This is an optimization exercise on Yosys and OpenROAD, whose aim is small area, a short achievable clock period and few clock cycles, not a production implementation.
Where RTL was checked, it was by simulation tests only, not by an equivalence proof against the original.
Power is estimated from default activity; no workload was simulated.

==> build 96 <==
==> flow/design.v (excerpt) <==
module sfla (
    input  wire       clk,
    input  wire       rst,         
    input  wire       cmd_valid,
    output wire       cmd_ready,
    input  wire [7:0] cmd_data,
    input  wire       cmd_last,
    output wire       rsp_valid,
    input  wire       rsp_ready,
    output wire [7:0] rsp_data,
    output wire       rsp_last
);
    localparam [2:0] ST_OK = 3'd0, ST_INVALID_BANK = 3'd1, ST_UNSUP_BANK = 3'd2,
                     ST_UNKNOWN_NAME = 3'd3, ST_NULL_INPUT = 3'd4,
                     ST_MASK_SHORT = 3'd5, ST_NO_FILTER = 3'd6, ST_ILLEGAL = 3'd7;
    localparam [2:0] T_STATUS = 3'd0, T_MATCH = 3'd1, T_FREAD = 3'd2, T_AREAD = 3'd3,
                     T_APPLY = 3'd4, T_LFMT = 3'd5, T_UNK = 3'd6;
    localparam QD = 6;             
    localparam QB = 3;             
    integer i;
    function [7:0] pchar(input [2:0] s, input [2:0] q);
        reg [8*7-1:0] t;
        begin
            case (s)
                3'd0: t = "KILL_  ";
                3'd1: t = "ACCESS_";
                3'd2: t = "EPC_   ";
                3'd3: t = "TID_   ";
                3'd4: t = "USER_  ";
                3'd5: t = "LOCK   ";
                3'd6: t = "UNLOCK ";
                default: t = "PERMA  ";
            endcase
            pchar = t[8*(6-q) +: 8];
        end
    endfunction
    function [2:0] plast(input [2:0] s);    
        case (s)
            3'd0: plast = 3'd4;
            3'd1: plast = 3'd6;
            3'd2: plast = 3'd3;
            3'd3: plast = 3'd3;
            3'd4: plast = 3'd4;
  ...
Settings: LEC_CHECK=0, CAP_MARGIN=20, CORE_MARGIN=2, CORE_UTILIZATION=50, CTS_CLUSTER_DIAMETER=70, CTS_CLUSTER_SIZE=25, SLEW_MARGIN=20; clock period 10.0 ns.
standard.sh (not shown) runs the stock make flow with config.mk's settings and CLKGATE_MAP_FILE= SYNTH_SCRIPT=/design/flow/synth_recipe.tcl, a recipe that flattens the netlist after the stock synthesis.
==> flow/flow/run.sh <==
#!/bin/bash
# Standard ORFS layout, with repair_timing aiming well past the clock period
# (a larger setup slack margin); the clock and constraints are unchanged.
set -euo pipefail
bash standard.sh SETUP_SLACK_MARGIN=7 finish > orfs_make.log 2>&1
==> trial 38: changes against build 96 <==
--- a/flow/design.v
+++ b/flow/design.v
@@ -169,11 +169,11 @@
     reg         fl_resv, fl_bank0, fl_ok;
     reg  [5:0]  fl_req;
     reg         fl_big;
     reg  [7:0]  frb;
     reg  [5:0]  fa;                    
-    reg         restoring, rstart;
+    reg         restoring;
     reg  [5:0]  ra;
     reg         fresh;
     reg         rs_any, slot_hit;
     reg  [6:0]  rs_next, s0, tl, rsl;
     reg  [2:0]  dm;                    
@@ -210,11 +210,14 @@
     reg  [1:0]  fseg;
     reg  [3:0]  fq;
     assign rsp_valid = ov;
     assign rsp_data  = od;
     assign rsp_last  = ol;
-    reg  busy_fread, busy_unk, busy_a, pend_apply;    
+    wire busy_fread = n_fr != 0;
+    wire busy_unk   = n_unk != 0;
+    wire busy_a     = n_a != 0;
+    wire pend_apply = n_ap != 0;
     wire is_fload  = p0 ? in_fload  : o_fload;
     wire is_fread  = p0 ? in_fread  : o_fread;
     wire is_match  = p0 ? in_match  : o_match;
     wire is_lclr   = p0 ? in_lclr   : o_lclr;
     wire is_lacc   = p0 ? in_lacc   : o_lacc;
@@ -222,15 +225,14 @@
     wire is_lparse = p0 ? in_lparse : o_lparse;
     wire is_lfmt   = p0 ? in_lfmt   : o_lfmt;
     wire f_bank_epc = (fmh[0][1:0] == 2'd1);
     wire f_inv      = fmh[0][2];
     wire        fread_act = cm && c_fr;
-    reg         sel_fa;
+    wire        sel_fa    = fread_act || o_fload || restoring;
     wire        e_epc     = in_v && o_match && ple62;
     wire [4:0]  midx_sel  = (hv == 2'd2) ? midx : (hv == 2'd0) ? d_U0[4:0] : d_U0p1;
-    reg  [4:0]  msel;                  
-    wire [5:0]  paddr     = sel_fa ? fa : {1'b1, msel};
+    wire [5:0]  paddr     = sel_fa ? fa : {1'b1, midx_sel};
     wire [7:0]  port      = paddr[5] ? fmm[paddr[4:0]] : fmh[paddr[2:0]];
     wire fl_ok_cur = p1 ? in_flok : fl_ok;
     wire rn_fl = o_fload && ple39 && fl_ok_cur;
     wire rn_lp = o_lparse && ple84 && !in_comma && !perr;
     wire ring_need = in_v && !written && (rn_fl || rn_lp);
@@ -416,22 +418,10 @@
     wire [2:0] hd = !hq[3] ? hq[2:0] : {2'b00, hq[2:0] == 3'd7};
     wire       unk_wait = c_uk && ph != rsl;
     wire       pop = load && !cm && q_any;
     wire       adv = load && cm && !unk_wait;
     wire       do_apply = pop && ht == T_APPLY;
-    wire nx_o_fload   = consume ? (!in_l && (p0 ? in_fload : o_fload)) : o_fload;
-    wire nx_restoring = (commit && fl_fail_restore) ||
-                        (restoring && !(!rstart && ph == rsl && anext(ra) == fa));
-    wire nx_fread_act = (pop && ht == T_FREAD) || (fread_act && !(adv && nl));
-    always @(posedge clk)
-        sel_fa <= !rs && ((!rst && nx_fread_act) || nx_o_fload || nx_restoring);
-    wire [1:0] nx_hv   = rs ? 2'd0 : (commit && is_fload) ? ((c_st == ST_OK) ? 2'd2 : 2'd0) :
-                         (!sel_fa && !fresh && hv != 2'd2) ? hv + 2'd1 : hv;
-    wire [4:0] nx_midx = (consume && p0) ? d_U0[4:0] + 5'd2 :
-                         (consume && e_epc) ? midx + 5'd1 : midx;
-    always @(posedge clk)
-        msel <= (nx_hv == 2'd2) ? nx_midx : (nx_hv == 2'd0) ? nU0[4:0] : nU0[4:0] + 5'd1;
     wire [31:0] fP = {fmh[1], fmh[2], fmh[3], fmh[4]};
     wire [15:0] fN = {fmh[5], fmh[6]};
     wire [11:0] du  = 12'd32 - {1'b0, fP[10:0]};
     wire [12:0] dv  = {4'd0, fN[8:0]} + {2'd0, fP[10:0]} - 13'd32;
     wire [9:0]  nU0 = (|fP[31:11]) ? 10'h300 : {{1{du[11]}}, du[11:3]};
@@ -465,11 +455,10 @@
             ple39     <= 1'b1;
             ple62     <= 1'b1;
             ple84     <= 1'b1;
             written   <= 1'b0;
             restoring <= 1'b0;
-            rstart    <= 1'b0;
             fresh     <= 1'b0;
             hv        <= 2'd0;
             f_valid   <= 1'b0;
             rs_any    <= 1'b1;
         end else begin
@@ -600,29 +589,27 @@
                     f_rl    <= pos[5:0];
                     if (p7) fresh <= 1'b1;
                 end
                 if (fl_fail_restore) begin
                     restoring <= 1'b1;
-                    rstart    <= 1'b1;
                     ra        <= 6'd0;
                 end
-                if (o_lparse) begin
+                if (is_lparse && c_t == T_APPLY) begin
                     pm <= f_pm;
                     pa <= f_pa;
                 end
             end
-            if (rstart) rstart <= 1'b0;
-            if (restoring && !rstart && ph == rsl) begin
+            if (restoring && ph == rsl) begin
                 ra <= anext(ra);
                 if (anext(ra) == fa) begin
                     restoring <= 1'b0;
                     fresh     <= 1'b1;
                 end
             end
         end
     end
-    wire       fm_we = restoring ? (!rstart && ph == rsl) : (rw && o_fload);
+    wire       fm_we = restoring ? (ph == rsl) : (rw && o_fload);
     wire [5:0] fm_wa = restoring ? ra : fa;
     wire [7:0] fm_wd = restoring ? ring_tap : in_d;
     genvar gk;
     generate
         for (gk = 0; gk < 7; gk = gk + 1) begin : g_fmh
@@ -649,26 +636,14 @@
         end else if (do_apply) begin
             a_mask <= {6'd0, {2{pm[0]}}, {2{pm[1]}}, {2{pm[2]}}, {2{pm[3]}}, {2{pm[4]}}};
             a_act  <= {6'd0, pa[1:0], pa[3:2], pa[5:4], pa[7:6], pa[9:8]};
         end
     end
-    function [QB:0] cnt(input [QB:0] n, input [QB:0] np1, input [QB:0] nm1,
-                        input up, input dn);
-        cnt = (up && !dn) ? np1 : (dn && !up) ? nm1 : n;
-    endfunction
-    function cnz(input nz, input n1, input up, input dn);
-        cnz = (up && !dn) ? 1'b1 : (dn && !up) ? !n1 : nz;
+    function [QB:0] cnt(input [QB:0] n, input up, input dn);
+        cnt = (up && !dn) ? n + 1'b1 : (dn && !up) ? n - 1'b1 : n;
     endfunction
     wire taken_last = ov && ol && rsp_ready;
-    wire up_fr = commit && inc_fr,            dn_fr = taken_last && c_fr;
-    wire up_uk = commit && inc_unk,           dn_uk = taken_last && c_uk;
-    wire up_a  = commit && (inc_a || inc_ap), dn_a  = taken_last && (c_ar || c_lf);
-    wire up_ap = commit && inc_ap,            dn_ap = do_apply;
-    wire [QB:0] nx_fr  = cnt(n_fr,  n_fr  + 1'b1, n_fr  - 1'b1, up_fr, dn_fr);
-    wire [QB:0] nx_unk = cnt(n_unk, n_unk + 1'b1, n_unk - 1'b1, up_uk, dn_uk);
-    wire [QB:0] nx_a   = cnt(n_a,   n_a   + 1'b1, n_a   - 1'b1, up_a,  dn_a);
-    wire [QB:0] nx_ap  = cnt(n_ap,  n_ap  + 1'b1, n_ap  - 1'b1, up_ap, dn_ap);
     wire lp_body = o_lparse && ple84;
     wire inc_fr  = p0 && in_fread && f_valid;
     wire inc_unk = lp_body && (perr || !lp_tok_acc);
     wire inc_ap  = lp_body && !perr && lp_tok_acc;
     wire inc_a   = p0 && (in_lget || in_lfmt);
@@ -681,14 +656,10 @@
             q_any  <= 1'b0;
             n_fr  <= 0;
             n_unk <= 0;
             n_a   <= 0;
             n_ap  <= 0;
-            busy_fread <= 1'b0;
-            busy_unk   <= 1'b0;
-            busy_a     <= 1'b0;
-            pend_apply <= 1'b0;
         end else begin
             if (commit) begin
                 qq[qw] <= c_q;
                 qw     <= qinc(qw);
             end
@@ -700,18 +671,14 @@
             end else if (pop && !commit) begin
                 qn     <= qn - 1'b1;
                 q_full <= 1'b0;
                 q_any  <= qn != 1;
             end
-            n_fr  <= nx_fr;
-            n_unk <= nx_unk;
-            n_a   <= nx_a;
-            n_ap  <= nx_ap;
-            busy_fread <= cnz(busy_fread, n_fr  == 1, up_fr, dn_fr);
-            busy_unk   <= cnz(busy_unk,   n_unk == 1, up_uk, dn_uk);
-            busy_a     <= cnz(busy_a,     n_a   == 1, up_a,  dn_a);
-            pend_apply <= cnz(pend_apply, n_ap  == 1, up_ap, dn_ap);
+            n_fr  <= cnt(n_fr,  commit && inc_fr,            taken_last && c_fr);
+            n_unk <= cnt(n_unk, commit && inc_unk,           taken_last && c_uk);
+            n_a   <= cnt(n_a,   commit && (inc_a || inc_ap), taken_last && (c_ar || c_lf));
+            n_ap  <= cnt(n_ap,  commit && inc_ap,            do_apply);
         end
     end
     always @(posedge clk) begin
         if (rst || rs) begin
             ov <= 1'b0;
@@ -720,31 +687,14 @@
             if (cm) begin
                 if (unk_wait)
                     ov <= 1'b0;
                 else begin
                     ov <= 1'b1;
-                    if (nl) cm <= 1'b0;
-                end
-            end else if (q_any) begin
-                ov <= 1'b1;
-                case (ht)
-                    T_STATUS: cm <= 1'b0;
-                    T_UNK:    cm <= (tl != 7'd0);
-                    T_LFMT:   cm <= (lf != 5'd0);
-                    default:  cm <= 1'b1;
-                endcase
-            end else
-                ov <= 1'b0;
-        end
-    end
-    always @(posedge clk) begin
-        if (load) begin
-            if (cm) begin
-                if (!unk_wait) begin
                     od <= nb;
                     ol <= nl;
                     ci <= ci + 7'd1;
+                    if (nl) cm <= 1'b0;
                     if (c_lf) begin
                         case (fseg)
                             2'd0: if (fq == ffl) fseg <= 2'd1; else fq <= fq + 4'd1;
                             2'd1: begin fseg <= 2'd2; fq <= 4'd0; end
                             2'd2: if (fmt_oend) fseg <= 2'd3; else fq <= fq + 4'd1;
@@ -755,29 +705,31 @@
                             end
                         endcase
                     end
                 end
             end else if (q_any) begin
+                ov <= 1'b1;
                 ct <= ht;
                 cd <= hd;
                 c_mt <= ht == T_MATCH;
                 c_fr <= ht == T_FREAD;
                 c_ar <= ht == T_AREAD || ht == T_APPLY;
                 c_lf <= ht == T_LFMT;
                 c_uk <= ht == T_UNK;
                 ci <= 7'd1;
                 case (ht)
-                    T_STATUS: begin od <= {5'd0, hd}; ol <= 1'b1; end
-                    T_UNK:    begin od <= 8'h03; ol <= (tl == 7'd0); end
-                    T_LFMT:   begin od <= 8'h00; ol <= (lf == 5'd0); end
-                    default:  begin od <= 8'h00; ol <= 1'b0; end
+                    T_STATUS: begin od <= {5'd0, hd}; ol <= 1'b1; cm <= 1'b0; end
+                    T_UNK:    begin od <= 8'h03; ol <= (tl == 7'd0); cm <= (tl != 7'd0); end
+                    T_LFMT:   begin od <= 8'h00; ol <= (lf == 5'd0); cm <= (lf != 5'd0); end
+                    default:  begin od <= 8'h00; ol <= 1'b0; cm <= 1'b1; end
                 endcase
                 ff <= fnew; fop <= fopf(fnew); ffl <= flast(fnew);
                 fol <= olast(fopf(fnew)); fln <= lnext(fnew);
                 fseg <= 2'd0;
                 fq   <= 4'd0;
-            end
+            end else
+                ov <= 1'b0;
         end
     end
     always @(posedge clk) begin
         if (consume && p0 && in_fload)
             fa <= 6'd0;
@@ -791,12 +743,12 @@
             frb <= fmh[0];
         else if (adv && c_fr)
             frb <= port;
     end
     always @(posedge clk) begin
-        if (rstart)
-            rsl <= s0;
+        if (commit && fl_fail_restore)
+            rsl <= (rw && rs_any) ? ph : s0;
         else if (restoring && ph == rsl)
             rsl <= (rsl == 7'd83) ? 7'd0 : rsl + 7'd1;
         else if (pop && ht == T_UNK)
             rsl <= s0;
         else if (adv && c_uk)
==> flow/flow/run.sh (replaced) <==
#!/bin/bash
# Standard ORFS layout, with repair_timing aiming well past the clock period
# (a larger setup slack margin); the clock and constraints are unchanged.
set -euo pipefail
bash standard.sh SETUP_SLACK_MARGIN=6.5 finish > orfs_make.log 2>&1
==> trial 78: changes against build 96 <==
--- a/flow/config.mk
+++ b/flow/config.mk
@@ -5,9 +5,9 @@
 export SDC_FILE = /design/flow/constraint.sdc
 export NUM_CORES = 4
 export LEC_CHECK = 0
 export CAP_MARGIN = 20
 export CORE_MARGIN = 2
-export CORE_UTILIZATION = 50
+export CORE_UTILIZATION = 60
 export CTS_CLUSTER_DIAMETER = 70
 export CTS_CLUSTER_SIZE = 25
 export SLEW_MARGIN = 20
==> metrics.md <==
| Metric | Value |
|---|---|
| Result of the run | no timing/DRC/antenna violations |
| Sequential power share | 53.3% |
| Count of vias placed by the detailed router | 33496 |
| Clk_skew | 38.50 ps |
| Diodes inserted | 0 |
| Global routing usage on met1 | between 30% and 40% |
| Net count, final | roughly 4400 |
-- figures above: trial 38

==> metrics.md <==
| Metric | Value |
|---|---|
| Result of the run | no timing/DRC/antenna violations |
| Sequential power share | 56.6% |
| Count of vias placed by the detailed router | 34962 |
| Diodes inserted | 1 |
-- figures above: build 96

==> metrics.md <==
| Metric | Value |
|---|---|
| Number of cells after detailed placement | 5157 |
| Result of the run | no timing/DRC/antenna violations |
| Net count, final | 4494 |
| Sequential power share | about 58% |
| Count of vias placed by the detailed router | 35570 |
| HP Start | ring[123] |
| Diodes inserted | 1 |
| Clk_skew | 62.53 ps |
-- figures above: trial 78

Testbench counts of build 96, summed over its fixed seeds: cycles 17,576.
Testbench counts of trial 78, summed over its fixed seeds: cycles 17,576.
For trial 38, only the layout was checked, not whether the RTL still works.


==> run a: inputs <==
sfla, a different RTL version from the one above (not shown whole).
Settings: LEC_CHECK=0, CAP_MARGIN=20, CORE_MARGIN=2, CORE_UTILIZATION=50, CTS_CLUSTER_DIAMETER=70, CTS_CLUSTER_SIZE=25, SETUP_SLACK_MARGIN=5, SLEW_MARGIN=20; clock period 10.0 ns.
run.sh (not shown) runs the stock make flow with config.mk's settings and CLKGATE_MAP_FILE= SYNTH_SCRIPT=/design/flow/synth_recipe.tcl, a recipe that flattens the netlist after the stock synthesis.
Stock flow here: none of the scripts above is used.
==> run b: changes against run a <==
--- a/flow/design.v
+++ b/flow/design.v
@@ -10,18 +10,18 @@
     output wire [7:0] rsp_data,
     output wire       rsp_last
 );
     localparam [2:0] ST_OK = 3'd0, ST_INVALID_BANK = 3'd1, ST_UNSUP_BANK = 3'd2,
                      ST_UNKNOWN_NAME = 3'd3, ST_NULL_INPUT = 3'd4,
                      ST_MASK_SHORT = 3'd5, ST_NO_FILTER = 3'd6, ST_ILLEGAL = 3'd7;
     localparam [2:0] T_STATUS = 3'd0, T_MATCH = 3'd1, T_FREAD = 3'd2, T_AREAD = 3'd3,
                      T_APPLY = 3'd4, T_LFMT = 3'd5, T_UNK = 3'd6;
-    localparam QD = 4;             
-    localparam QB = 2;             
+    localparam QD = 6;             
+    localparam QB = 3;             
     integer i;
     function [7:0] pchar(input [2:0] s, input [2:0] q);
         reg [8*7-1:0] t;
         begin
             case (s)
                 3'd0: t = "KILL_  ";
                 3'd1: t = "ACCESS_";
                 3'd2: t = "EPC_   ";
@@ -163,46 +163,53 @@
     reg  [6:0]  pos;
     reg         p0, p1, p4, p7, plt7, ple39, ple62, ple84;
     reg         o_fload, o_fread, o_match, o_lclr, o_lacc, o_lget, o_lparse, o_lfmt;
     reg         written;
     reg  [7:0]  hb1, hb2, hb3;         
     reg         fl_resv, fl_bank0, fl_ok;
     reg  [5:0]  fl_req;
     reg         fl_big;
+    reg  [7:0]  frb;
     reg  [5:0]  fa;                    
     reg         restoring;
     reg  [5:0]  ra;
     reg         fresh;
     reg         rs_any, slot_hit;
     reg  [6:0]  rs_next, s0, tl, rsl;
     reg  [2:0]  dm;                    
     reg  [2:0]  dsid, dq, dfield;
+    reg  [7:0]  dexp;                  
+    reg         dlast;                 
     reg         dperm;
     reg         perr;
     reg  [4:0]  pm;
     reg  [9:0]  pa;
     reg  [7:0]  mA, mB;
     reg  [9:0]  mU, mV;
+    reg         uge0, um1, vge1, v0, v1;    
+    reg         d_uge0, d_um1, d_vge1, d_v0, d_v1;
     reg  [4:0]  midx;
     reg  [1:0]  pf;
     reg         mism;
     reg  [2:0]  qt [0:QD-1];
     reg  [2:0]  qd [0:QD-1];
     reg  [QB-1:0] qw, qr;
     reg  [QB:0] qn;
     reg         q_full, q_any;
     reg  [QB:0] n_fr, n_unk, n_a, n_ap;
     reg         ov, ol;
     reg  [7:0]  od;
     reg         cm;
     reg  [2:0]  ct, cd;
     reg         c_mt, c_fr, c_ar, c_lf, c_uk;    
     reg  [6:0]  ci;
-    reg  [2:0]  ff;
+    reg  [2:0]  ff, fln;
+    reg  [1:0]  fop;
+    reg  [3:0]  ffl, fol;
     reg  [1:0]  fseg;
     reg  [3:0]  fq;
     assign rsp_valid = ov;
     assign rsp_data  = od;
     assign rsp_last  = ol;
     wire busy_fread = n_fr != 0;
     wire busy_unk   = n_unk != 0;
     wire busy_a     = n_a != 0;
@@ -247,18 +254,18 @@
                     "A": begin n_dsid = 3'd1; n_dfield = 3'd1; end
                     "E": begin n_dsid = 3'd2; n_dfield = 3'd2; end
                     "T": begin n_dsid = 3'd3; n_dfield = 3'd3; end
                     "U": begin n_dsid = 3'd4; n_dfield = 3'd4; end
                     default: n_dm = 3'd5;
                 endcase
             end
             3'd1: begin
-                if (uc == pchar(dsid, dq)) begin
-                    if (dq == plast(dsid))
+                if (uc == dexp) begin
+                    if (dlast)
                         n_dm = (dsid == 3'd7) ? 3'd3 : (dsid[2] && dsid != 3'd4) ? 3'd4 : 3'd2;
                     else
                         n_dm = 3'd1;
                 end
             end
             3'd2: begin
                 n_dm = 3'd1; n_dq = 3'd1; n_dperm = 1'b0;
                 case (uc)
@@ -288,29 +295,30 @@
         f_pa[2*dfield +: 2] = {dsid != 3'd6, dperm};
     end
     wire [15:0] mwin = {mA, mB};
     reg  [7:0]  mvalid, mbit;
     integer b;
     always @(*) begin
         for (b = 0; b < 8; b = b + 1) begin
             mbit[b]   = mwin[15 - (d_ur + b)];
-            mvalid[b] = (!mU[9] || (mU == 10'h3FF && ({1'b0, d_ur} + b >= 8))) &&
-                        ((!mV[9] && mV != 10'd0) || (mV == 10'd0 && b < d_vr));
+            mvalid[b] = (uge0 || (um1 && ({1'b0, d_ur} + b >= 8))) &&
+                        (vge1 || (v0 && b < d_vr));
         end
     end
     wire [7:0] erev = {in_d[0], in_d[1], in_d[2], in_d[3], in_d[4], in_d[5], in_d[6], in_d[7]};
     wire       mism_byte = |(mvalid & (erev ^ mbit));
-    wire       end_ok_e  = !d_nz || mV[9] || mV == 10'd0 || (mV == 10'd1 && d_vr == 3'd0);
+    wire       end_ok_e  = !d_nz || !vge1 || (v1 && d_vr == 3'd0);
     wire       m_r       = p0 ? (d_end0 ^ f_inv)
                               : ((!(mism || mism_byte) && end_ok_e) ^ f_inv);
     wire [15:0] nfull = {fmh[5], in_d};
     wire fl_short = p7 ? (nfull != 16'd0)
                        : (fl_big || ({1'b0, pos[5:0]} - 7'd7 < {1'b0, fl_req}));
-    wire lp_tok_acc = !in_comma && (n_dm == 3'd4);
+    wire lp_tok_acc = !in_comma && dm == 3'd1 && (dsid == 3'd5 || dsid == 3'd6) &&
+                      dlast && uc == dexp;
     reg  [2:0] c_st, c_t;
     always @(*) begin
         c_st = ST_OK; c_t = T_STATUS;
         if (is_fload) begin
             if (plt7 || !ple39 || fl_resv) c_st = ST_ILLEGAL;
             else if (fl_bank0)             c_st = ST_INVALID_BANK;
             else if (fl_short)             c_st = ST_MASK_SHORT;
         end else if (is_fread) begin
@@ -360,75 +368,80 @@
     function [1:0] lop(input [1:0] v);       
         case (v)
             2'b10: lop = 2'd0;
             2'b00: lop = 2'd1;
             2'b11: lop = 2'd2;
             default: lop = 2'd3;
         endcase
     endfunction
-    reg  [1:0] fop;
-    always @(*) begin
-        case (ff)
-            3'd0: fop = lop(a_act[9:8]);
-            3'd1: fop = lop(a_act[7:6]);
-            3'd2: fop = lop(a_act[5:4]);
-            3'd3: fop = lop(a_act[3:2]);
-            default: fop = lop(a_act[1:0]);
+    function [1:0] fopf(input [2:0] f);
+        case (f)
+            3'd0: fopf = lop(a_act[9:8]);
+            3'd1: fopf = lop(a_act[7:6]);
+            3'd2: fopf = lop(a_act[5:4]);
+            3'd3: fopf = lop(a_act[3:2]);
+            default: fopf = lop(a_act[1:0]);
         endcase
-    end
-    reg  [2:0] lane_first, lane_next;
-    always @(*) begin
-        lane_first = 3'd5;
-        lane_next  = 3'd5;
-        for (i = 4; i >= 0; i = i - 1) begin
-            if (lf[i]) lane_first = i[2:0];
-            if (lf[i] && i > ff) lane_next = i[2:0];
+    endfunction
+    function [2:0] lnext(input [2:0] f);
+        integer j;
+        begin
+            lnext = 3'd5;
+            for (j = 4; j >= 0; j = j - 1)
+                if (lf[j] && (f == 3'd7 || j > f)) lnext = j[2:0];
         end
-    end
+    endfunction
+    wire [2:0] lane_first = lnext(3'd7);
+    wire [2:0] fnew  = cm ? fln : lane_first;
     wire [7:0] fmt_c = (fseg == 2'd0) ? fchar(ff, fq) :
                        (fseg == 2'd1) ? 8'h5F :
                        (fseg == 2'd2) ? ochar(fop, fq) : 8'h2C;
-    wire       fmt_oend = (fseg == 2'd2) && (fq == olast(fop));
-    wire       fmt_end  = fmt_oend && lane_next == 3'd5;
+    wire       fmt_oend = (fseg == 2'd2) && (fq == fol);
+    wire       fmt_end  = fmt_oend && fln == 3'd5;
     reg  [7:0] abyte;
     always @(*) begin
         case (ci[1:0])
             2'd1: abyte = a_mask[15:8];
             2'd2: abyte = a_mask[7:0];
             2'd3: abyte = a_act[15:8];
             default: abyte = a_act[7:0];
         endcase
     end
     wire [7:0] nb = ({8{c_mt}} & {7'd0, cd[0]}) |
-                    ({8{c_fr}} & port) |
+                    ({8{c_fr}} & frb) |
                     ({8{c_ar}} & abyte) |
                     ({8{c_lf}} & fmt_c) |
                     ({8{c_uk}} & ring_tap);
     wire       nl = c_mt | (c_fr & (ci[5:0] == f_rl)) | (c_ar & ci[2]) |
                     (c_lf & fmt_end) | (c_uk & (ci == tl));
     wire [2:0] ht = qt[qr];
     wire [2:0] hd = qd[qr];
     wire       unk_wait = c_uk && ph != rsl;
     wire       pop = load && !cm && q_any;
     wire       adv = load && cm && !unk_wait;
     wire       do_apply = pop && ht == T_APPLY;
-    wire       a_done = (adv && nl && (c_ar || c_lf)) || (pop && ht == T_LFMT && lf == 5'd0);
     wire [31:0] fP = {fmh[1], fmh[2], fmh[3], fmh[4]};
     wire [15:0] fN = {fmh[5], fmh[6]};
     wire [11:0] du  = 12'd32 - {1'b0, fP[10:0]};
     wire [12:0] dv  = {4'd0, fN[8:0]} + {2'd0, fP[10:0]} - 13'd32;
+    wire [9:0]  nU0 = (|fP[31:11]) ? 10'h300 : {{1{du[11]}}, du[11:3]};
     wire [9:0]  nV0 = ((|fP[31:11]) || (|fN[15:9])) ? 10'd511 : dv[12:3];
     always @(posedge clk) begin
-        d_U0   <= (|fP[31:11]) ? 10'h300 : {{1{du[11]}}, du[11:3]};
+        d_U0   <= nU0;
         d_ur   <= du[2:0];
         d_V0   <= nV0;
         d_vr   <= dv[2:0];
         d_nz   <= (fN != 16'd0);
         d_end0 <= (fN == 16'd0) || nV0[9] || (nV0 == 10'd0 && dv[2:0] == 3'd0);
+        d_uge0 <= !nU0[9];
+        d_um1  <= nU0 == 10'h3FF;
+        d_vge1 <= !nV0[9] && nV0 != 10'd0;
+        d_v0   <= nV0 == 10'd0;
+        d_v1   <= nV0 == 10'd1;
         ring <= {ring[8*83-1:0], rw ? rwd : ring_tap};
         ph   <= rs ? 7'd0 : ph_n;
     end
     always @(posedge clk) begin
         if (rs) begin
             pos       <= 7'd0;
             p0        <= 1'b1;
             p1        <= 1'b0;
@@ -492,16 +505,21 @@
                     dm   <= 3'd0;
                     perr <= 1'b0;
                     pm   <= 5'd0;
                     pa   <= 10'd0;
                 end
                 mism     <= 1'b0;
                 mU       <= d_U0;
                 mV       <= d_V0;
+                uge0     <= d_uge0;
+                um1      <= d_um1;
+                vge1     <= d_vge1;
+                v0       <= d_v0;
+                v1       <= d_v1;
                 midx     <= d_U0[4:0] + 5'd2;
             end
             if (in_v && o_fload && p1) begin
                 fl_resv  <= in_resv;
                 fl_bank0 <= in_bank0;
                 fl_ok    <= in_flok;
             end
             if (in_v && o_fload && p7) begin
@@ -518,22 +536,29 @@
                         pa     <= f_pa;
                         dm     <= 3'd0;
                         rs_any <= 1'b1;
                         tl     <= 7'd0;
                     end else
                         perr <= 1'b1;
                 end else begin
                     dm <= n_dm; dsid <= n_dsid; dq <= n_dq; dfield <= n_dfield; dperm <= n_dperm;
+                    dexp  <= pchar(n_dsid, n_dq);
+                    dlast <= n_dq == plast(n_dsid);
                 end
             end
             if (consume && e_epc) begin
                 mism <= mism | mism_byte;
                 mU   <= mU + 10'd1;
                 mV   <= mV - 10'd1;
+                uge0 <= uge0 | um1;
+                um1  <= mU == 10'h3FE;
+                vge1 <= vge1 & ~v1;
+                v0   <= v1;
+                v1   <= mV == 10'd2;
             end
             if (commit) begin
                 if (is_fload || sel_fa) pf <= 2'd0;
                 else begin
                     pf <= 2'd1;
                     mA <= port;
                 end
             end else if (consume && e_epc) begin
@@ -599,17 +624,25 @@
                 a_mask <= a_mask | {hb1, hb2};
                 a_act  <= (a_act & ~{hb1, hb2}) | ({hb3, in_d} & {hb1, hb2});
             end
         end else if (do_apply) begin
             a_mask <= {6'd0, {2{pm[0]}}, {2{pm[1]}}, {2{pm[2]}}, {2{pm[3]}}, {2{pm[4]}}};
             a_act  <= {6'd0, pa[1:0], pa[3:2], pa[5:4], pa[7:6], pa[9:8]};
         end
     end
-    wire c_isa = (c_t == T_AREAD) || (c_t == T_APPLY) || (c_t == T_LFMT);
+    function [QB:0] cnt(input [QB:0] n, input up, input dn);
+        cnt = (up && !dn) ? n + 1'b1 : (dn && !up) ? n - 1'b1 : n;
+    endfunction
+    wire taken_last = ov && ol && rsp_ready;
+    wire lp_body = !p0 && o_lparse && ple84;
+    wire inc_fr  = p0 && in_fread && f_valid;
+    wire inc_unk = lp_body && (perr || !lp_tok_acc);
+    wire inc_ap  = lp_body && !perr && lp_tok_acc;
+    wire inc_a   = p0 && (in_lget || in_lfmt);
     always @(posedge clk) begin
         if (rs) begin
             qw    <= {QB{1'b0}};
             qr    <= {QB{1'b0}};
             qn    <= {(QB+1){1'b0}};
             q_full <= 1'b0;
             q_any  <= 1'b0;
             n_fr  <= 0;
@@ -627,21 +660,20 @@
                 qn     <= qn + 1'b1;
                 q_full <= qn == QD - 1;
                 q_any  <= 1'b1;
             end else if (pop && !commit) begin
                 qn     <= qn - 1'b1;
                 q_full <= 1'b0;
                 q_any  <= qn != 1;
             end
-            n_fr  <= n_fr  + (commit && c_t == T_FREAD) - (adv && nl && c_fr);
-            n_unk <= n_unk + (commit && c_t == T_UNK)
-                           - ((adv && nl && c_uk) || (pop && ht == T_UNK && tl == 7'd0));
-            n_a   <= n_a   + (commit && c_isa) - a_done;
-            n_ap  <= n_ap  + (commit && c_t == T_APPLY) - do_apply;
+            n_fr  <= cnt(n_fr,  commit && inc_fr,            taken_last && c_fr);
+            n_unk <= cnt(n_unk, commit && inc_unk,           taken_last && c_uk);
+            n_a   <= cnt(n_a,   commit && (inc_a || inc_ap), taken_last && (c_ar || c_lf));
+            n_ap  <= cnt(n_ap,  commit && inc_ap,            do_apply);
         end
     end
     always @(posedge clk) begin
         if (rst || rs) begin
             ov <= 1'b0;
             cm <= 1'b0;
         end else if (load) begin
             if (cm) begin
@@ -650,20 +682,24 @@
                 else begin
                     ov <= 1'b1;
                     od <= nb;
                     ol <= nl;
                     ci <= ci + 7'd1;
                     if (nl) cm <= 1'b0;
                     if (c_lf) begin
                         case (fseg)
-                            2'd0: if (fq == flast(ff)) fseg <= 2'd1; else fq <= fq + 4'd1;
+                            2'd0: if (fq == ffl) fseg <= 2'd1; else fq <= fq + 4'd1;
                             2'd1: begin fseg <= 2'd2; fq <= 4'd0; end
                             2'd2: if (fmt_oend) fseg <= 2'd3; else fq <= fq + 4'd1;
-                            default: begin fseg <= 2'd0; fq <= 4'd0; ff <= lane_next; end
+                            default: begin
+                                fseg <= 2'd0; fq <= 4'd0;
+                                ff <= fnew; fop <= fopf(fnew); ffl <= flast(fnew);
+                                fol <= olast(fopf(fnew)); fln <= lnext(fnew);
+                            end
                         endcase
                     end
                 end
             end else if (q_any) begin
                 ov <= 1'b1;
                 ct <= ht;
                 cd <= hd;
                 c_mt <= ht == T_MATCH;
@@ -673,32 +709,37 @@
                 c_uk <= ht == T_UNK;
                 ci <= 7'd1;
                 case (ht)
                     T_STATUS: begin od <= {5'd0, hd}; ol <= 1'b1; cm <= 1'b0; end
                     T_UNK:    begin od <= 8'h03; ol <= (tl == 7'd0); cm <= (tl != 7'd0); end
                     T_LFMT:   begin od <= 8'h00; ol <= (lf == 5'd0); cm <= (lf != 5'd0); end
                     default:  begin od <= 8'h00; ol <= 1'b0; cm <= 1'b1; end
                 endcase
-                ff   <= lane_first;
+                ff <= fnew; fop <= fopf(fnew); ffl <= flast(fnew);
+                fol <= olast(fopf(fnew)); fln <= lnext(fnew);
                 fseg <= 2'd0;
                 fq   <= 4'd0;
             end else
                 ov <= 1'b0;
         end
     end
     always @(posedge clk) begin
         if (consume && p0 && in_fload)
             fa <= 6'd0;
         else if (rw && o_fload)
             fa <= anext(fa);
         else if (pop && ht == T_FREAD)
-            fa <= 6'd0;
+            fa <= 6'd1;
         else if (adv && c_fr)
             fa <= anext(fa);
+        if (pop && ht == T_FREAD)
+            frb <= fmh[0];
+        else if (adv && c_fr)
+            frb <= port;
     end
     always @(posedge clk) begin
         if (commit && fl_fail_restore)
             rsl <= (rw && rs_any) ? ph : s0;
         else if (restoring && ph == rsl)
             rsl <= (rsl == 7'd83) ? 7'd0 : rsl + 7'd1;
         else if (pop && ht == T_UNK)
             rsl <= s0;
==> flow/flow/run.sh (new file) <==
#!/bin/bash
# Standard ORFS layout, with repair_timing aiming well past the clock period
# (a larger setup slack margin); the clock and constraints are unchanged.
set -euo pipefail
bash standard.sh SETUP_SLACK_MARGIN=7 finish > orfs_make.log 2>&1
==> flow/standard.sh (new file) <==
#!/bin/bash
# synth_recipe.tcl (not shown) runs the flow's synth.tcl, then flattens the netlist and writes it again
# the make line also repeats each setting of config.mk as NAME=value (left out here)
make -C /OpenROAD-flow-scripts/flow DESIGN_CONFIG=/design/flow/config.mk WORK_HOME=/design/flow/orfs CLKGATE_MAP_FILE= SYNTH_SCRIPT=/design/flow/synth_recipe.tcl "${@:-finish}"
--- a/flow/config.mk
+++ b/flow/config.mk
@@ -5,10 +5,9 @@
 export SDC_FILE = /design/flow/constraint.sdc
 export NUM_CORES = 4
 export LEC_CHECK = 0
 export CAP_MARGIN = 20
 export CORE_MARGIN = 2
 export CORE_UTILIZATION = 50
 export CTS_CLUSTER_DIAMETER = 70
 export CTS_CLUSTER_SIZE = 25
-export SETUP_SLACK_MARGIN = 5
 export SLEW_MARGIN = 20
removed: flow/run.sh
==> run c: changes against run a <==
==> flow/flow/run.sh (new file) <==
#!/bin/bash
# Standard ORFS layout, with repair_timing aiming well past the clock period
# (a larger setup slack margin); the clock and constraints are unchanged.
set -euo pipefail
bash standard.sh SETUP_SLACK_MARGIN=7 finish > orfs_make.log 2>&1
==> flow/standard.sh (new file) <==
#!/bin/bash
# synth_recipe.tcl (not shown) runs the flow's synth.tcl, then flattens the netlist and writes it again
# the make line also repeats each setting of config.mk as NAME=value (left out here)
make -C /OpenROAD-flow-scripts/flow DESIGN_CONFIG=/design/flow/config.mk WORK_HOME=/design/flow/orfs CLKGATE_MAP_FILE= SYNTH_SCRIPT=/design/flow/synth_recipe.tcl "${@:-finish}"
==> flow/config.mk (replaced) <==
export PLATFORM = sky130hd
export DESIGN_NAME = sfla
export DESIGN_NICKNAME = sfla
export VERILOG_FILES = /design/flow/design.v
export SDC_FILE = /design/flow/constraint.sdc
export NUM_CORES = 4
export LEC_CHECK = 0
export CAP_MARGIN = 20
export CORE_MARGIN = 2
export CORE_UTILIZATION = 50
export SLEW_MARGIN = 20
removed: flow/run.sh
==> comparison table <==
Wire length after detailed routing: run b 142000 um; run c 133600 um; run a 117200 um
Proportion of cell area occupied by multi-input gates: run b 29.13%; run c 28.04%; run a 27.49%
Shortest period the worst path allows: run b 3.817 ns; run c 3.987 ns; run a 4.894 ns
Placement row count: run b 116; run c 113; run a 113
Clock Sinks: run b 1404; run c 1346; run a 1346
Dpl hpwl: run b 86490 um; run c 80850 um; run a 78680 um
Vias per cell: run b 5.995; run c 5.901; run a 5.835
Sequential cell area: run b 0.03414 mm2; run c 0.03251 mm2; run a 0.03246 mm2
Synthesized net count: run b 4130; run c 3871; run a 3871
ANT cells: run b 4; run c 1; run a 1
CP startpoint: run b p0$_SDFFE_PP1N_; run c ff[0]$_DFFE_PP_; run a cm$_SDFFE_PN0N_
Met2 GRT Util: run b 38.98%; run c 38.54%; run a 35.67%
Starting utilization of the core area: run b 50.41%; run c 50.48%; run a 50.48%
Tcrit/Tclk final: run b 38.17%; run c 39.87%; run a 48.94%
FFs & Latches: run b 1404; run c 1346; run a 1346
P per Cell Area: run b 173.8 mW/mm2; run c 204.9 mW/mm2; run a 194.9 mW/mm2
Clock Power Share: run b 33.3%; run c 41.4%; run a 33.7%
Worst slack on hold paths: run b 0.3139 ns; run c 0.2956 ns; run a 0.3209 ns
Outcome: run b finished clean; run c finished clean; run a finished clean
Largest stage delay on the critical path: run b 0.48 ns; run c 0.55 ns; run a 0.83 ns
Count of non-CTS inverters in the layout: run b 133; run c 147; run a 147
No functional check of the RTL was part of any run of this note.

re-timing with driven ports:
How much do the figures lean on ideal ports? The routed layouts below were timed once more, with nothing changed but the port constraints. Step 1 sets driving cells, clkbuf_16 on the clock port and buf_2 on the other inputs (assumed; they add their load-dependent delay and slew). Step 2 times the ports against the registers' clock, not the clock port: input delays grow and output delays shrink by t, the midpoint of the rising clock arrivals with the driver on. Slacks: ideal / step 1 / step 2; pairs: ideal / step 1.
| run | t, ns | slack for setup (ns) | worst hold slack (ns) | worst setup path after step 2 |
|---|---|---|---|---|
| build 96 | 0.752 | 6.663 / 6.595 / 6.298 | 0.323 / 0.323 / 0.323 | input to register |
| trial 38 | 0.736 | 6.360 / 6.385 / 5.661 | 0.308 / 0.308 / 0.308 | input to register |
| trial 78 | 0.734 | 6.635 / 6.622 / 6.303 | 0.323 / 0.323 / 0.323 | input to register |
| run a | 0.740 | 5.106 / 5.106 / 4.838 | 0.321 / 0.321 / 0.321 | input to register |
| run b | 0.752 | 6.183 / 6.183 / 5.825 | 0.314 / 0.314 / 0.314 | input to register |
| run c | 0.815 | 6.013 / 6.013 / 5.599 | 0.296 / 0.296 / 0.296 | input to register |
After both steps every run listed still meets setup and hold. For trial 38, which loses most, drivers alone change the setup slack by +0.025 ns; drivers and shift together by -0.699 ns.
